This design comes from an exercise in tuning for small area on the open sky130 flow, not from production work.
In this exercise RTL edits were held to simulation tests only and were not proved equivalent to the original.
Power figures rest on the tool's default switching activity, not on a simulated workload.

## tempmon_core
module tempmon_core (
    input  wire        clk,
    input  wire        rst,
    input  wire        cmd_valid,
    input  wire [15:0] cmd_word,
    input  wire        tick_valid,
    output wire        ready,
    output reg  [15:0] resp,
    input  wire [15:0] rx_avail,
    input  wire [7:0]  rx_data,
    output wire        rx_pop,
    output wire        tx_valid,
    output wire [7:0]  tx_data,
    input  wire        tx_ready
);
Size in the first run: roughly 2,200 cells after synthesis, roughly 710 flip-flops, about 72 I/O pins, roughly 0.024 sq mm of cells after synthesis.
==> flow/config.mk <==
export PLATFORM = sky130hd
export DESIGN_NAME = tempmon_core
export DESIGN_NICKNAME = tempmon_core
export VERILOG_FILES = /design/flow/design.v
export SDC_FILE = /design/flow/constraint.sdc
export NUM_CORES = 4
export LEC_CHECK = 0
export CAP_MARGIN = 20
export CORE_MARGIN = 2
export CORE_UTILIZATION = 55
export PLACE_DENSITY = 0.7
export SLEW_MARGIN = 20
==> flow/constraint.sdc <==
create_clock -name core_clock -period 8.0 [get_ports {clk}]
set_input_delay 1.6000 -clock core_clock [delete_from_list [all_inputs] [get_ports {clk}]]
set_output_delay 1.6000 -clock core_clock [all_outputs]
set_load 0.01 [all_outputs]
standard.sh (not shown) runs the stock make flow with config.mk's settings and CLKGATE_MAP_FILE= SYNTH_SCRIPT=/design/flow/synth_recipe.tcl, a recipe that flattens the netlist after the stock synthesis.
==> flow/flow/run.sh <==
#!/bin/bash
# Standard layout, with two changes to how it is built:
#  - the port buffers that placement inserts are the smallest buffer, buf_1;
#  - clock tree synthesis inserts no dummy loads.
# make's output goes to flow_make.log; each ORFS step keeps its own log
# under orfs/logs/.
set -euo pipefail
bash standard.sh \
  'BUFFER_PORTS_ARGS=-buffer_cell sky130_fd_sc_hd__buf_1' \
  'CTS_ARGS=-sink_clustering_enable -repair_clock_nets -dont_use_dummy_load' \
  finish > flow_make.log 2>&1
Then changed:
==> flow/run.sh (new file) <==
#!/bin/bash
# synth_recipe.tcl (not shown) runs the flow's synth.tcl, then flattens the netlist and writes it again
# the make line also repeats each setting of config.mk as NAME=value (left out here)
make -C /OpenROAD-flow-scripts/flow DESIGN_CONFIG=/design/flow/config.mk WORK_HOME=/design/flow/orfs CLKGATE_MAP_FILE= SYNTH_SCRIPT=/design/flow/synth_recipe.tcl finish
Settings changed: CORE_UTILIZATION 55 to 40, PLACE_DENSITY 0.7 to 0.6.
removed: flow/flow/run.sh
removed: flow/standard.sh
Wire length rose by 2.7%.
Clock power rises by 29%.
Flip-flop and latch count stays the same.
Cell area increases by 5.7%.
Power came out higher by 10%.
Clock-buffer cell count goes up by 25.
Critical path depth is unchanged.
Worst hold slack hardly moves.
Setup slack loses 0.61 ns.
Fmax drops by 10%.


## before
tempmon_core, a different RTL version from the one above (not shown whole).
Size: ~2600 cells after synthesis, ~680 flip-flops, roughly 72 I/O pins.
clock: 8.0 ns
lec_check: 0
cap_margin: 20
core_margin: 2
core_utilization: 40
place_density: 0.6
slew_margin: 20
run.sh (not shown) runs the stock make flow with config.mk's settings and CLKGATE_MAP_FILE= SYNTH_SCRIPT=/design/flow/synth_recipe.tcl, a recipe that flattens the netlist after the stock synthesis.
Stock flow here: none of the scripts above is used.
Changes in after relative to before:
-- flow/config.mk --
<<< before, line 6
export NUM_CORES = 4
export LEC_CHECK = 0
export CAP_MARGIN = 20
export CORE_MARGIN = 2
>>> after, line 6
export NUM_CORES = 4
export LEC_CHECK = 0
export ABC_AREA = 1
export CAP_MARGIN = 20
export CORE_MARGIN = 2
==> run notes <==
On clock latency reported for the late side of the worst-skew pair: after sits above before.
Where maximum frequency is concerned, before is outperformed by after.
Delta (after minus before): part of the total power dissipated in the clock network picked up an extra 0.9 points; buffer count excluding the clock tree in the final layout lost about 12%; placed cell area picked up an extra 1.7%; horizontal die dimension picked up an extra about 0.8%; synthesized-area fraction occupied by ao, oa, aoi and oai cells picked up an extra 1.5 points.
after vs before, start-to-end type of the worst setup path: primary input to output port vs flip-flop to output port
Compared with before, after instantiates a larger number of standard cells.
after ends up with lower average cell area after synthesis than before does.
Across both runs, relative area change from synthesis to final layout was lower for after than for before.
The combinational power of after falls short of that of before by 45%.
after | stages: all done | timing, DRC, antenna: all pass


tempmon_core with an RTL version that a note above also has.
For scale: roughly 1900 cells after synthesis, about 0.021 mm^2 of cells after synthesis.
export LEC_CHECK = 0
export CAP_MARGIN = 20
export CORE_MARGIN = 2
export CORE_UTILIZATION = 55
export PLACE_DENSITY = 0.7
export SLEW_MARGIN = 20
create_clock -name core_clock -period 8.0 [get_ports {clk}]
standard.sh (not shown) runs the stock make flow with config.mk's settings and CLKGATE_MAP_FILE= SYNTH_SCRIPT=/design/flow/synth_recipe.tcl, a recipe that flattens the netlist after the stock synthesis.
==> flow/flow/run.sh <==
#!/bin/bash
# Layout flow: the standard flow (standard.sh) with three changes.
#
#  1. Logic re-mapping.  After the standard synthesis, the combinational
#     cells of its netlist are mapped again with an area-oriented ABC script
#     (abc_area.scr).  Every flip-flop instance of the standard netlist is
#     kept as it is (same name, cell type and connections); only the gates
#     between them change.  The new netlist is used only if a SAT proof shows
#     that, with the flip-flops cut open, each flip-flop input and each output
#     port computes the same function as in the standard netlist
#     (cut_regs.py makes the cut); otherwise the standard netlist is kept.
#  2. The port buffers that placement inserts are buf_1 cells.
#  3. Clock tree synthesis inserts no dummy loads; CTS_OPTS below sets the
#     clock buffers and sink clusters.
#
# Logs, one per tool run, in this folder: flow_synth.log (standard synthesis),
# flow_remap.log (re-mapping), flow_equiv.log (proof), flow_make.log (the
# rest of the flow); each ORFS step also keeps its own log under orfs/logs/.
set -euo pipefail

CTS_OPTS='-sink_clustering_enable -repair_clock_nets -dont_use_dummy_load -buf_list sky130_fd_sc_hd__clkbuf_8 -sink_clustering_size 20 -sink_clustering_max_diameter 50'
KNOBS=('BUFFER_PORTS_ARGS=-buffer_cell sky130_fd_sc_hd__buf_1' "CTS_ARGS=$CTS_OPTS")

RES=orfs/results/${FLOW_PLATFORM}/tempmon_core/base
LOGS=orfs/logs/${FLOW_PLATFORM}/tempmon_core/base
LIB=${FLOW_HOME}/platforms/${FLOW_PLATFORM}/lib/sky130_fd_sc_hd__tt_025C_1v80.lib
TOP=${FLOW_TOP}
YOSYS=$(command -v yosys || echo "$FLOW_HOME/../tools/install/yosys/bin/yosys")

# 1. standard synthesis
bash standard.sh "${KNOBS[@]}" synth > flow_synth.log 2>&1

# 2. re-map the gates between the flip-flops, keeping the don't-use list
cp "$RES/1_2_yosys.v" std_netlist.v
DONT_USE=$(grep -o -- '-dont_use [A-Za-z0-9_]*' "$LOGS/1_2_yosys.log" | sort -u | tr '\n' ' ')
"$YOSYS" -p "read_liberty -ignore_miss_func $LIB; read_verilog std_netlist.v; hierarchy -top $TOP;
  setattr -mod -set keep_hierarchy 1 sky130_fd_sc_hd__dfxtp_1 sky130_fd_sc_hd__edfxtp_1;
  flatten; select $TOP; rename -hide w:*.*; select -clear; opt -purge;
  abc -liberty $LIB $DONT_USE -script flow/abc_area.scr;
  setundef -zero; splitnets; opt_clean -purge;
  hilomap -singleton -hicell sky130_fd_sc_hd__conb_1 HI -locell sky130_fd_sc_hd__conb_1 LO;
  insbuf -buf sky130_fd_sc_hd__buf_4 A X; opt_clean -purge;
  select $TOP; write_verilog -noattr -noexpr -nohex -nodec -selected remap_netlist.v" \
  > flow_remap.log 2>&1

# the flip-flops must be exactly the standard netlist's
ffs() { grep -E 'sky130_fd_sc_hd__e?dfxtp_1 ' "$1" | sort; }
use_remap=0
if [[ "$(ffs std_netlist.v)" == "$(ffs remap_netlist.v)" ]]; then
  python3 flow/cut_regs.py std_netlist.v std_cut.v > /dev/null
  python3 flow/cut_regs.py remap_netlist.v remap_cut.v > /dev/null
  if "$YOSYS" -p "read_liberty -ignore_miss_func $LIB; read_verilog std_cut.v; rename $TOP gold;
      read_verilog remap_cut.v; rename $TOP gate;
      miter -equiv -flatten -make_assert -ignore_gold_x gold gate miter; hierarchy -top miter;
      flatten; opt -fast; sat -verify -prove-asserts miter" > flow_equiv.log 2>&1; then
    use_remap=1
  fi
fi
echo "use_remap=$use_remap" >> flow_equiv.log
if [[ $use_remap == 1 ]]; then
  cp remap_netlist.v "$RES/1_2_yosys.v"
  rm -f "$RES/1_synth.odb" "$RES/1_synth.sdc"
fi

# 3. the rest of the flow
bash standard.sh "${KNOBS[@]}" finish > flow_make.log 2>&1
==> flow/flow/abc_area.scr <==
strash
&get -n
&deepsyn -T 120
&put
dch -f
amap
mfs2
strash
dch -f
amap
mfs2
strash
dch -f
amap
topo
Other scripts of this flow, unchanged in this note and not shown: flow/flow/cut_regs.py
Rerun with:
--- a/flow/flow/run.sh
+++ b/flow/flow/run.sh
@@ -21 +21 @@
-CTS_OPTS='-sink_clustering_enable -repair_clock_nets -dont_use_dummy_load -buf_list sky130_fd_sc_hd__clkbuf_8 -sink_clustering_size 20 -sink_clustering_max_diameter 50'
+CTS_OPTS='-sink_clustering_enable -repair_clock_nets -dont_use_dummy_load -buf_list sky130_fd_sc_hd__clkbuf_8 -sink_clustering_size 16 -sink_clustering_max_diameter 60'
==> flow/flow/abc_area.scr (replaced) <==
strash
dc2
dch -f
amap
mfs2
strash
dc2
dch -f
amap
mfs2
strash
dch -f
amap
topo
Final area rose by 3.4%.
Worst setup slack gets better by 210 ps.
Die area rose by 2.9%.
Total power rose by 1.5%.
Final cell count rose by 7.1%.
Synthesized cell count rose by 6.8%.
Routed wire length hardly moves.
Rerun with:
==> flow/flow/abc_area.scr (replaced) <==
strash
&get -n
&deepsyn -T 120
&put
dch -f
amap
mfs2
strash
dch -f
amap
mfs2
strash
dch -f
amap
topo
The new run finished with timing, DRC and antenna clean.
Combinational power is higher by about 8%.
Sequential share of layout area went up by 2.3 points.
Sequential power stays flat.
Die area goes down by 3.1%.
Core utilization went down by 0.28 points.
Clock skew drops by 26 ps.
Design area goes down by about 3.5%.
Rerun with:
--- a/flow/flow/run.sh
+++ b/flow/flow/run.sh
@@ -21 +21 @@
-CTS_OPTS='-sink_clustering_enable -repair_clock_nets -dont_use_dummy_load -buf_list sky130_fd_sc_hd__clkbuf_8 -sink_clustering_size 16 -sink_clustering_max_diameter 60'
+CTS_OPTS='-sink_clustering_enable -repair_clock_nets -dont_use_dummy_load -buf_list sky130_fd_sc_hd__clkbuf_16 -sink_clustering_size 25 -sink_clustering_max_diameter 100'
==> flow/flow/abc_area.scr (replaced) <==
strash
dc2
dch -f
amap
mfs2
strash
dc2
dch -f
amap
mfs2
strash
dch -f
amap
topo
After rerunning: Fmax goes down by 9.3%; via count rises by 8.1%; worst setup slack loses 640 ps; total power climbs by 1.8%; sequential share of layout area fell by 2.4 points; worst hold slack is better by 10 ps.
Rerun with:
--- a/flow/flow/run.sh
+++ b/flow/flow/run.sh
@@ -21 +21 @@
-CTS_OPTS='-sink_clustering_enable -repair_clock_nets -dont_use_dummy_load -buf_list sky130_fd_sc_hd__clkbuf_16 -sink_clustering_size 25 -sink_clustering_max_diameter 100'
+CTS_OPTS='-sink_clustering_enable -repair_clock_nets -dont_use_dummy_load -root_buf sky130_fd_sc_hd__clkbuf_16 -buf_list sky130_fd_sc_hd__clkbuf_4 -sink_clustering_size 10 -sink_clustering_max_diameter 40'
==> flow/flow/abc_area.scr (replaced) <==
strash
&get -n
&deepsyn -T 120
&put
dch -f
amap
mfs2
strash
dch -f
amap
mfs2
strash
dch -f
amap
topo
- The changed run went through all stages and came out clean
- combinational power came out higher by about 2%
- first-iteration DRC count came out lower by about 7%
- worst hold slack gets worse by 8.7 ps
- clock skew came out higher by 15 ps
- sequential power is about the same
- final cell count came out lower by about 4.3%
- cell area came out lower by about 3%
- die area came out lower by about 3%

port drivers added, routing unchanged:
In the flow no input, the clock included, has a driving cell. The finished layouts below were timed again as built, in two steps.
Step 1 assumes that a clkbuf_16 drives the clock port and a buf_2 every other input.
Step 2 times the ports against the registers' clock, not the clock port: input delays grow and output delays shrink by t, the midpoint of the rising clock arrivals with the driver on.
Slacks: ideal / step 1 / step 2; pairs: ideal / step 1.
| run | shift t [ns] | setup WS [ns] | worst slew at a driven data input, ns |
|---|---|---|---|
| the first run of note 1 | 0.647 | 2.611 / 2.552 / 2.371 | 0.07 |
| the second run of note 1 | 0.661 | 2.002 / 1.943 / 1.981 | 0.13 |
| before | 0.669 | 1.857 / 1.796 / 1.225 | 0.08 |
| after | 0.695 | 2.057 / 2.028 / 1.505 | 0.06 |
| the first run of note 3 | 0.677 | 0.889 / 0.889 / 0.652 | 0.05 |
| the second run of note 3 | 0.702 | 1.101 / 1.101 / 1.101 | 0.04 |
| the third run of note 3 | 0.685 | 1.761 / 1.761 / 1.218 | 0.09 |
| the fourth run of note 3 | 0.623 | 1.124 / 1.124 / 1.124 | 0.04 |
| the fifth run of note 3 | 0.605 | 1.025 / 1.025 / 0.613 | 0.05 |
After both steps setup and hold are still met in every run listed. The setup slack of before, which loses most, moves by -0.061 ns with the drivers and by -0.632 ns with both steps.
